Source: an optimization exercise on an open RTL-to-GDS flow (aim: small area). Production flows keep margins and buffers that such runs may drop.
In this exercise RTL edits were held to simulation tests only and were not proved equivalent to the original.
Power is estimated from default activity; no workload was simulated.

Setup of maple:
==> flow/design.v <==
module drv_side (
    input  wire       clk,
    input  wire       rst,
    input  wire       wr,         
    input  wire       nz,         
    input  wire [7:0] nd,         
    input  wire       off,        
    output wire [11:0] cmp,
    output wire [1:0]  dir,
    output wire [7:0]  duty,
    output wire        nzd,       
    output wire        neg,       
    output wire        ten        
);
    reg [7:0] m;      
    reg [1:0] q;
    always @(posedge clk) begin
        if (rst)
            m <= 8'd1;
        else if (wr && nz)
            m <= nd;
    end
    always @(posedge clk) begin
        if (rst)
            q <= 2'b01;
        else if (wr && nz)
            q <= 2'b11;
        else if ((wr && !nz) || off)
            q <= {1'b0, q[0] & ~q[1]} | {q[1] & ~wr, 1'b0};
    end
    wire       s = m[7];
    wire [6:0] v = s ? m[6:0] + 7'd100 : 7'd100 - m[6:0];    
    assign nzd  = q[1];
    assign neg  = s;
    assign ten  = ~m[5];
    assign duty = q[1] ? m : 8'd0;
    assign dir  = (q == 2'b11) ? {~s, s} : 2'b00;
    assign cmp  = {v, {5{q == 2'b01}}};
endmodule
module yunqi_io (
    input  wire        clk,
    input  wire        rst,
    input  wire        op_valid,
    input  wire [3:0]  op,
    input  wire [7:0]  op_arg,
    input  wire        echo,
    output wire [11:0] cmp_l,
    output wire [11:0] cmp_r,
    output wire [1:0]  dir_l,
    output wire [1:0]  dir_r,
    output wire signed [7:0] duty_l,
    output wire signed [7:0] duty_r,
    output reg         motor_en,
    output reg         refused,
    output reg         msg_valid,
    output wire [2:0]  msg_id,
    output wire        trig,
    output reg         echo_rdy,
    output reg         dist_valid,
    output wire [19:0] dist_bcd,
    output wire [1:0]  dist_tier
);
    localparam OP_SETL = 4'd0;
    localparam OP_SETR = 4'd1;
    localparam OP_CMD  = 4'd2;
    localparam OP_ON   = 4'd3;
    localparam OP_OFF  = 4'd4;
    localparam OP_TRIG = 4'd5;
    wire op_setl = op_valid && op == OP_SETL;
    wire op_setr = op_valid && op == OP_SETR;
    wire op_cmd  = op_valid && op == OP_CMD;
    wire op_on   = op_valid && op == OP_ON;
    wire op_off  = op_valid && op == OP_OFF;
    wire op_trig = op_valid && op == OP_TRIG;
    wire signed [7:0] arg_s = op_arg;
    wire arg_ok = (arg_s >= -8'sd100) && (arg_s <= 8'sd100);
    reg        c_wr;
    reg [2:0]  c_msg;
    always @(*) begin
        c_wr = 1'b1;
        case (op_arg)
            8'h46: c_msg = 3'd0;    
            8'h42: c_msg = 3'd1;    
            8'h4C: c_msg = 3'd2;    
            8'h52: c_msg = 3'd3;    
            8'h41: c_msg = 3'd4;    
            8'h43: c_msg = 3'd5;    
            8'h53: c_msg = 3'd6;    
            default: begin c_wr = 1'b0; c_msg = 3'd7; end
        endcase
    end
    wire c_s    = op_arg[4] & op_arg[0];                                
    wire cl_neg = ~op_arg[4] & ~op_arg[2] & (op_arg[1] ^ op_arg[0]);    
    wire cl_ten = op_arg[3];                                            
    wire cr_neg = ~op_arg[4] & ~op_arg[2] & op_arg[1];                  
    wire cr_ten = op_arg[4];                                            
    wire [7:0] c_l = cl_neg ? -8'd50 : cl_ten ? 8'd10 : 8'd50;
    wire [7:0] c_r = cr_neg ? -8'd50 : cr_ten ? 8'd10 : 8'd50;
    wire       arg_nz = op_arg != 8'd0;
    wire       wr_l = (op_setl && arg_ok) || (op_cmd && c_wr);
    wire       wr_r = (op_setr && arg_ok) || (op_cmd && c_wr);
    wire       nz   = op[1] ? ~c_s : arg_nz;
    wire [7:0] nd_l = op[1] ? c_l : op_arg;
    wire [7:0] nd_r = op[1] ? c_r : op_arg;
    wire nzd_l, neg_l, ten_l, nzd_r, neg_r, ten_r;
    drv_side u_l (.clk(clk), .rst(rst), .wr(wr_l), .nz(nz), .nd(nd_l), .off(op_off),
                  .cmp(cmp_l), .dir(dir_l), .duty(duty_l),
                  .nzd(nzd_l), .neg(neg_l), .ten(ten_l));
    drv_side u_r (.clk(clk), .rst(rst), .wr(wr_r), .nz(nz), .nd(nd_r), .off(op_off),
                  .cmp(cmp_r), .dir(dir_r), .duty(duty_r),
                  .nzd(nzd_r), .neg(neg_r), .ten(ten_r));
    reg  msg_unk;
    wire tl = ~neg_l & ten_l;
    wire tr = ~neg_r & ten_r;
    assign msg_id[2] = msg_unk | ~nzd_l | (neg_l ^ neg_r);
    assign msg_id[1] = msg_unk | ~nzd_l | tl | tr;
    assign msg_id[0] = msg_unk | (nzd_l & (neg_r | tr));
    always @(posedge clk) begin
        msg_unk <= !c_wr;
        if (rst) begin
            motor_en  <= 1'b0;
            refused   <= 1'b0;
            msg_valid <= 1'b0;
        end else begin
            msg_valid <= op_cmd;
            if ((op_setl || op_setr) && !arg_ok)
                refused <= 1'b1;
            if (op_on)
                motor_en <= 1'b1;
            if (op_off)
                motor_en <= 1'b0;
        end
    end
    reg [3:0] trig_st;
    always @(posedge clk) begin
        if (rst)
            trig_st <= 4'd0;
        else if (op_trig)
            trig_st <= 4'd1;
        else if (trig_st == 4'd9)
            trig_st <= 4'd0;
        else
            trig_st <= {trig_st[2:0], trig_st[3] ^ trig_st[0]};
    end
    assign trig = trig_st[3] | trig_st[2];
    reg        echo_q;
    reg [3:0]  d0, d1, d2, d3;
    reg        d4;
    reg [1:0]  a;
    reg [9:0]  e;      
    wire       ov  = ~e[9];                  
    wire [9:0] en  = e + (ov ? -10'd196 : 10'd429);
    wire       cy  = ov && a == 2'd3;
    wire       h   = a[1];
    function [3:0] bcd_inc(input [3:0] d, input c);
        begin
            bcd_inc[0] = d[0] ^ c;
            bcd_inc[1] = d[1] ^ (c & d[0] & ~d[3]);
            bcd_inc[2] = d[2] ^ (c & d[0] & d[1]);
            bcd_inc[3] = d[3] ^ (c & d[0] & (d[3] | (d[1] & d[2])));
        end
    endfunction
    wire c0 = cy && d0[3] && d0[0];
    wire c1 = c0 && d1[3] && d1[0];
    wire c2 = c1 && d2[3] && d2[0];
    wire c3 = c2 && d3[3] && d3[0];
    wire wrap = d4 && d3[0] && d2[1] && d1[2] && d0[2] && d0[1] && a[0];
    wire hi3 = d4 || d3 != 4'd0;
    wire lo0 = d1 == 4'd0 && d0 == 4'd0 && !h;
    wire ge4 = d2[3] || d2[2];
    wire is2 = !d2[2] && d2[1] && !d2[0];
    wire is3 = !d2[2] && d2[1] && d2[0];
    wire t1  = hi3 || ge4 || is3 || (is2 && !lo0);
    wire t2  = hi3 || ge4 || (is3 && !lo0);
    wire load = !echo_q || wrap;
    always @(posedge clk) begin
        if (load) begin
            d0 <= 4'd0; d1 <= 4'd0; d2 <= 4'd0; d3 <= 4'd0; d4 <= 1'b0;
            a  <= 2'd2;
            e  <= -10'd196;    
        end else begin
            a  <= a + {1'b0, ov};
            e  <= en;
            d0 <= bcd_inc(d0, cy);
            d1 <= bcd_inc(d1, c0);
            d2 <= bcd_inc(d2, c1);
            d3 <= bcd_inc(d3, c2);
            d4 <= d4 ^ c3;
        end
    end
    wire fall = !echo && echo_q;
    always @(posedge clk) begin
        if (rst) begin
            echo_q     <= 1'b0;
            echo_rdy   <= 1'b0;
            dist_valid <= 1'b0;
        end else begin
            echo_q     <= echo;
            dist_valid <= fall;
            if (fall)
                echo_rdy <= 1'b1;
            else if (op_trig)
                echo_rdy <= 1'b0;
        end
    end
    assign dist_bcd  = {3'd0, d4, d3, d2, d1, d0};
    assign dist_tier = {t2, t1 && !t2};
endmodule
export LEC_CHECK = 0
export CAP_MARGIN = 5
export CORE_MARGIN = 2
export CORE_UTILIZATION = 50
export SLEW_MARGIN = 5
create_clock -name core_clock -period 40.0 [get_ports {clk}]
standard.sh (not shown) runs the stock make flow with config.mk's settings and CLKGATE_MAP_FILE= SYNTH_SCRIPT=/design/flow/synth_recipe.tcl, a recipe that flattens the netlist after the stock synthesis.
==> flow/flow/run.sh <==
#!/bin/bash
# The standard layout, with these changes:
#  - synthesis maps the logic with an area-oriented ABC script (flow/synth.tcl,
#    flow/area.abc); registers are mapped exactly as in the standard synthesis;
#  - port buffers use the smallest buffer cell;
#  - clock tree synthesis uses clkbuf_4 and inserts no dummy loads;
#  - one tie cell per constant value instead of one per load.
set -euo pipefail
here=$(pwd)
bash standard.sh "SYNTH_SCRIPT=$here/flow/synth.tcl" \
  "BUFFER_PORTS_ARGS=-buffer_cell sky130_fd_sc_hd__buf_1" \
  "CTS_ARGS=-sink_clustering_enable -repair_clock_nets -dont_use_dummy_load -buf_list sky130_fd_sc_hd__clkbuf_4" \
  SKIP_REPAIR_TIE_FANOUT=1 \
  finish > flow_make.log 2>&1
==> flow/flow/area.abc <==
strash
&get -n
&deepsyn -I 4 -J 50 -T 120
&put
dch -f
amap
==> flow/flow/synth.tcl <==
# The standard synthesis (synth_recipe.tcl), with ORFS's full-adder
# extraction turned off and ABC run with an area-oriented script.
set ::area_abc [file join [file dirname [file normalize [info script]]] area.abc]
proc synth {args} { yosys synth -nofsm -noshare {*}$args }
proc abc {args} {
  set i [lsearch -exact $args -script]
  if { $i >= 0 } { lset args [expr {$i + 1}] $::area_abc }
  yosys abc {*}$args
}
set ::env(ADDER_MAP_FILE) ""
source $::env(SCRIPTS_DIR)/synth.tcl
# left out here: clear keep_hierarchy, flatten, clean up, hide names made inside functions, write 1_2_yosys.v
The flow did not stop early for maple: all stages ran, and the layout cleared the timing, DRC and antenna checks.
diff inputs: maple => pine
diff --git a/flow/design.v b/flow/design.v
--- a/flow/design.v
+++ b/flow/design.v
@@ -12,15 +12,13 @@
     output wire        neg,       
     output wire        ten        
 );
     reg [7:0] m;      
     reg [1:0] q;
     always @(posedge clk) begin
-        if (rst)
-            m <= 8'd1;
-        else if (wr && nz)
+        if (wr && nz)
             m <= nd;
     end
     always @(posedge clk) begin
         if (rst)
             q <= 2'b01;
         else if (wr && nz)
@@ -32,13 +30,13 @@
     wire [6:0] v = s ? m[6:0] + 7'd100 : 7'd100 - m[6:0];    
     assign nzd  = q[1];
     assign neg  = s;
     assign ten  = ~m[5];
     assign duty = q[1] ? m : 8'd0;
     assign dir  = (q == 2'b11) ? {~s, s} : 2'b00;
-    assign cmp  = {v, {5{q == 2'b01}}};
+    assign cmp  = (q == 2'b01) ? 12'd3199 : {v, 5'd0};
 endmodule
 module yunqi_io (
     input  wire        clk,
     input  wire        rst,
     input  wire        op_valid,
     input  wire [3:0]  op,
@@ -144,15 +142,15 @@
     end
     assign trig = trig_st[3] | trig_st[2];
     reg        echo_q;
     reg [3:0]  d0, d1, d2, d3;
     reg        d4;
     reg [1:0]  a;
-    reg [9:0]  e;      
-    wire       ov  = ~e[9];                  
-    wire [9:0] en  = e + (ov ? -10'd196 : 10'd429);
+    reg [9:0]  b;
+    wire       ov  = b >= 10'd196;           
+    wire [9:0] bn  = ov ? b - 10'd196 : b + 10'd429;
     wire       cy  = ov && a == 2'd3;
     wire       h   = a[1];
     function [3:0] bcd_inc(input [3:0] d, input c);
         begin
             bcd_inc[0] = d[0] ^ c;
             bcd_inc[1] = d[1] ^ (c & d[0] & ~d[3]);
@@ -174,16 +172,16 @@
     wire t2  = hi3 || ge4 || (is3 && !lo0);
     wire load = !echo_q || wrap;
     always @(posedge clk) begin
         if (load) begin
             d0 <= 4'd0; d1 <= 4'd0; d2 <= 4'd0; d3 <= 4'd0; d4 <= 1'b0;
             a  <= 2'd2;
-            e  <= -10'd196;    
+            b  <= 10'd0;
         end else begin
             a  <= a + {1'b0, ov};
-            e  <= en;
+            b  <= bn;
             d0 <= bcd_inc(d0, cy);
             d1 <= bcd_inc(d1, c0);
             d2 <= bcd_inc(d2, c1);
             d3 <= bcd_inc(d3, c2);
             d4 <= d4 ^ c3;
         end
Results
- pine went all the way through the flow, and no timing, DRC or antenna check failed.
- On pine: number of different library cells in the post-synthesis netlist is 2 higher than what maple gave.
- maple -> pine: design area increased by a few percent
- Changes observed in pine relative to maple: proportion of power drawn by the clock network shrank by 1.6 points; sum of internal, switching and leakage power grew by 0.0035 mW; post-synthesis share of cell area spent on and, or, nand and nor gates held steady.

-- what the ideal ports hide --
How much do the figures lean on ideal ports? The routed layouts below were timed once more, with nothing changed but the port constraints.
Step 1: set_driving_cell puts a clkbuf_16 on clk and a buf_2 on each other input, an assumption about the parent block.
Step 2 times the ports against the registers' clock, not the clock port: input delays grow and output delays shrink by t, the midpoint of the rising clock arrivals with the driver on.
Slacks: no drivers / after step 1 / after step 2; pairs: no drivers / after step 1.
| run | shift t [ns] | slack for setup (ns) | worst register clock-pin slew, ns | worst slew at a driven data input, ns | cell pins on the clock port's net |
|---|---|---|---|---|---|
| maple | 0.419 | 29.294 / 29.267 / 29.482 | 0.11 / 0.11 | 0.04 | 1 |
| pine | 0.420 | 29.338 / 29.312 / 29.263 | 0.10 / 0.10 | 0.05 | 1 |
After both steps every run listed still meets setup and hold. The setup slack of pine, which loses most, moves by -0.026 ns with the drivers and by -0.075 ns with both steps.
